From an optimization exercise on the open Yosys and OpenROAD flow, aimed at small area and few clock cycles; shortcuts taken in it are not production practice.
The RTL was checked by simulation tests, not by an equivalence proof against the original design.
Power is estimated from default activity; no workload was simulated.

== the previous run ==
// cas2wav
module cas2wav #(
    parameter [31:0] OUT_CAP = 32'd2097152,
    parameter [31:0] CAS_CAP = 32'd65536
) (
    input  wire        clk,
    input  wire        rst,           
    input  wire        reg_wr,
    input  wire [7:0]  reg_addr,
    input  wire [31:0] reg_wdata,
    output reg  [31:0] reg_rdata,
    output wire        cas_rd,
    output wire [31:0] cas_addr,
    input  wire [7:0]  cas_rdata,
    output wire        out_wr,
    output wire [31:0] out_addr,
    output wire [7:0]  out_wdata,
    output wire        done
);
    localparam [3:0] S_IDLE   = 4'd0,
                     S_SRD    = 4'd1,    
                     S_SCK    = 4'd2,    
                     S_CRD    = 4'd3,    
                     S_CCK    = 4'd4,    
                     S_SIL    = 4'd5,    
                     S_HDR    = 4'd6,    
                     S_DRD    = 4'd7,    
                     S_DCK    = 4'd8,    
                     S_BYTE   = 4'd9,    
                     S_FIN    = 4'd10;   
    reg [31:0] baud;
    reg [31:0] leadin_s;
    reg [31:0] cas_len;
    reg        done_r;
    reg [1:0]  errc;         
    reg [1:0]  mode;
    reg        mode_valid;
    reg [3:0]  st;
    reg [16:0] pos;          
    reg [3:0]  idx;          
    reg [1:0]  typ;          
    reg        cont;         
    reg        eof;
    reg [21:0] wp;           
    reg [4:0]  m;            
    reg        neg;
    reg        half;         
    reg [13:0] cnt;          
    reg        bw;           
    reg [8:0]  sr;           
    wire [12:0] sec = {idx, sr};
    reg        nochk;        
    wire busy = (st != S_IDLE);
    wire err  = (errc != 2'd0);
    assign done = done_r;
    wire a_hi0 = (reg_addr[7:5] == 3'd0) && (reg_addr[1:0] == 2'd0);
    wire [2:0] ra = reg_addr[4:2];
    wire [31:0] status = {21'd0, mode_valid, mode, 2'b00, errc, 1'b0, err, done_r, busy};
    wire [21:0] out_len = (done_r && !err) ? wp : 22'd0;
    wire sel_st  = a_hi0 && (ra == 3'd1);
    wire sel_bd  = a_hi0 && (ra == 3'd2);
    wire sel_li  = a_hi0 && (ra == 3'd3);
    wire sel_cl  = a_hi0 && (ra == 3'd4);
    wire sel_ol  = a_hi0 && (ra == 3'd5) && done_r && !err;
    wire sel_oc  = a_hi0 && (ra == 3'd6);
    always @(*) begin
        reg_rdata = ({32{sel_bd}} & baud) | ({32{sel_li}} & leadin_s) |
                    ({32{sel_cl}} & cas_len) | ({32{sel_st}} & status) |
  ...
clock: 8.0 ns
lec_check: 0
abc_area: 1
cap_margin: 20
core_margin: 2
core_utilization: 40
cts_buf_list: sky130_fd_sc_hd__clkbuf_8
slew_margin: 20
standard.sh (not shown) runs the stock make flow with config.mk's settings and CLKGATE_MAP_FILE= SYNTH_SCRIPT=/design/flow/synth_recipe.tcl, a recipe that flattens the netlist after the stock synthesis.
==> flow/flow/run.sh <==
#!/bin/bash
# The standard layout (standard.sh) with two changes made through ORFS's
# own hooks:
#  - after floorplan, the combinational logic is re-synthesized for area by
#    OpenROAD's restructure (ABC); registers are not touched;
#  - ports are buffered with the smallest buffer, buf_1, which the resizer
#    may still upsize.
# Each tool's output stays in its ORFS log; make's output goes to standard.log.
set -euo pipefail
W=$PWD
export OWN_FLOW_DIR=$W/flow
export POST_FLOORPLAN_TCL=$W/flow/restructure.tcl
export BUFFER_PORTS_ARGS="-buffer_cell sky130_fd_sc_hd__buf_1"
bash standard.sh > standard.log 2>&1
Other scripts of this flow, unchanged in this note and not shown: flow/flow/libfilter.py, flow/flow/restructure.tcl
The previous run closes out successfully: all stages finished, all timing, DRC and antenna checks passed.
Testbench counts of the previous run, summed over its fixed seeds: cycles 10,482,878.
### the previous run -> the current run
diff --git a/flow/design.v b/flow/design.v
--- a/flow/design.v
+++ b/flow/design.v
@@ -104,17 +104,20 @@
         reg_rdata = ({32{sel_bd}} & baud) | ({32{sel_li}} & leadin_s) |
                     ({32{sel_cl}} & cas_len) | ({32{sel_st}} & status) |
                     {10'd0, {22{sel_ol}} & wp} | ({32{sel_oc}} & OUT_CAP);
     end
     wire ctrl_wr   = reg_wr && a_hi0 && (ra == 3'd0);
     wire srst      = ctrl_wr && reg_wdata[1];
     wire start     = ctrl_wr && !reg_wdata[1] && reg_wdata[0] && !busy;
-    wire config_ok = ((baud == 32'd1200) || (baud == 32'd2400)) &&
-                     ($signed(leadin_s) <= $signed(32'd6213)) &&
-                     (cas_len <= CAS_CAP);
+    wire baud_ok   = (baud[31:12] == 20'd0) &&
+                     ((baud[11:0] == 12'd1200) || (baud[11:0] == 12'd2400));
+    wire lead_ok   = leadin_s[31] ||
+                     ((leadin_s[30:13] == 18'd0) && (leadin_s[12:0] <= 13'd6213));
+    wire len_ok    = (cas_len[31:17] == 15'd0) && (!cas_len[16] || (cas_len[15:0] == 16'd0));
+    wire config_ok = baud_ok && lead_ok && len_ok;
     wire cfg_wr    = reg_wr && a_hi0 && !busy;
     wire k2 = baud[11];
     reg         c;
     reg         rb;
     wire [17:0] psum    = {pos, 1'b1} + {13'd0, idx, c};
     wire [16:0] rd_addr = psum[17:1];
     wire        at_end  = (rd_addr == cas_len[16:0]);
Notes after the runs:
Diff the previous run -> the current run: sequential share of layout area held steady, clock share of power grew by 5.2 points, global-route wire length before repair shrank by 950 µm, routed wire length held steady, number of logic stages on the critical path including buffering shrank by 1.
Total power divided by cell area down about 17% in the current run wrt the previous run
Summary of the current run over the previous run: share of the clock period used by the worst path rose by 1.7 points; via count now smaller.
Between the previous run and the current run, the adder-cell share of the synthesized area does not differ in any meaningful way.
In the current run the switching portion of total power turned out 4.2 points lower than in the previous run.
Testbench counts of the current run, summed over its fixed seeds: cycles 10,482,878.

## separate check: timing with driven ports
How much do the figures lean on ideal ports? The routed layouts below were timed once more, with nothing changed but the port constraints. Step 1 (the two cells are an assumption about what drives the block):
set clk [get_ports {clk}]
set_driving_cell -lib_cell sky130_fd_sc_hd__clkbuf_16 $clk
set_driving_cell -lib_cell sky130_fd_sc_hd__buf_2 [delete_from_list [all_inputs] $clk]
Step 2 times the ports against the registers' clock, not the clock port: input delays grow and output delays shrink by t, the midpoint of the rising clock arrivals with the driver on. Slacks: no drivers / after step 1 / after step 2; pairs: no drivers / after step 1.
run | t, ns | slack for setup (ns) | worst setup path after step 2 | worst register clock-pin slew, ns | pins driven straight from the clock port
the previous run | 0.536 | 0.851 / 0.803 / 1.339 | register to output | 0.12 / 0.12 | 1
the current run | 0.544 | 0.714 / 0.666 / 1.210 | register to output | 0.12 / 0.12 | 1
After both steps setup and hold are still met in every run listed.
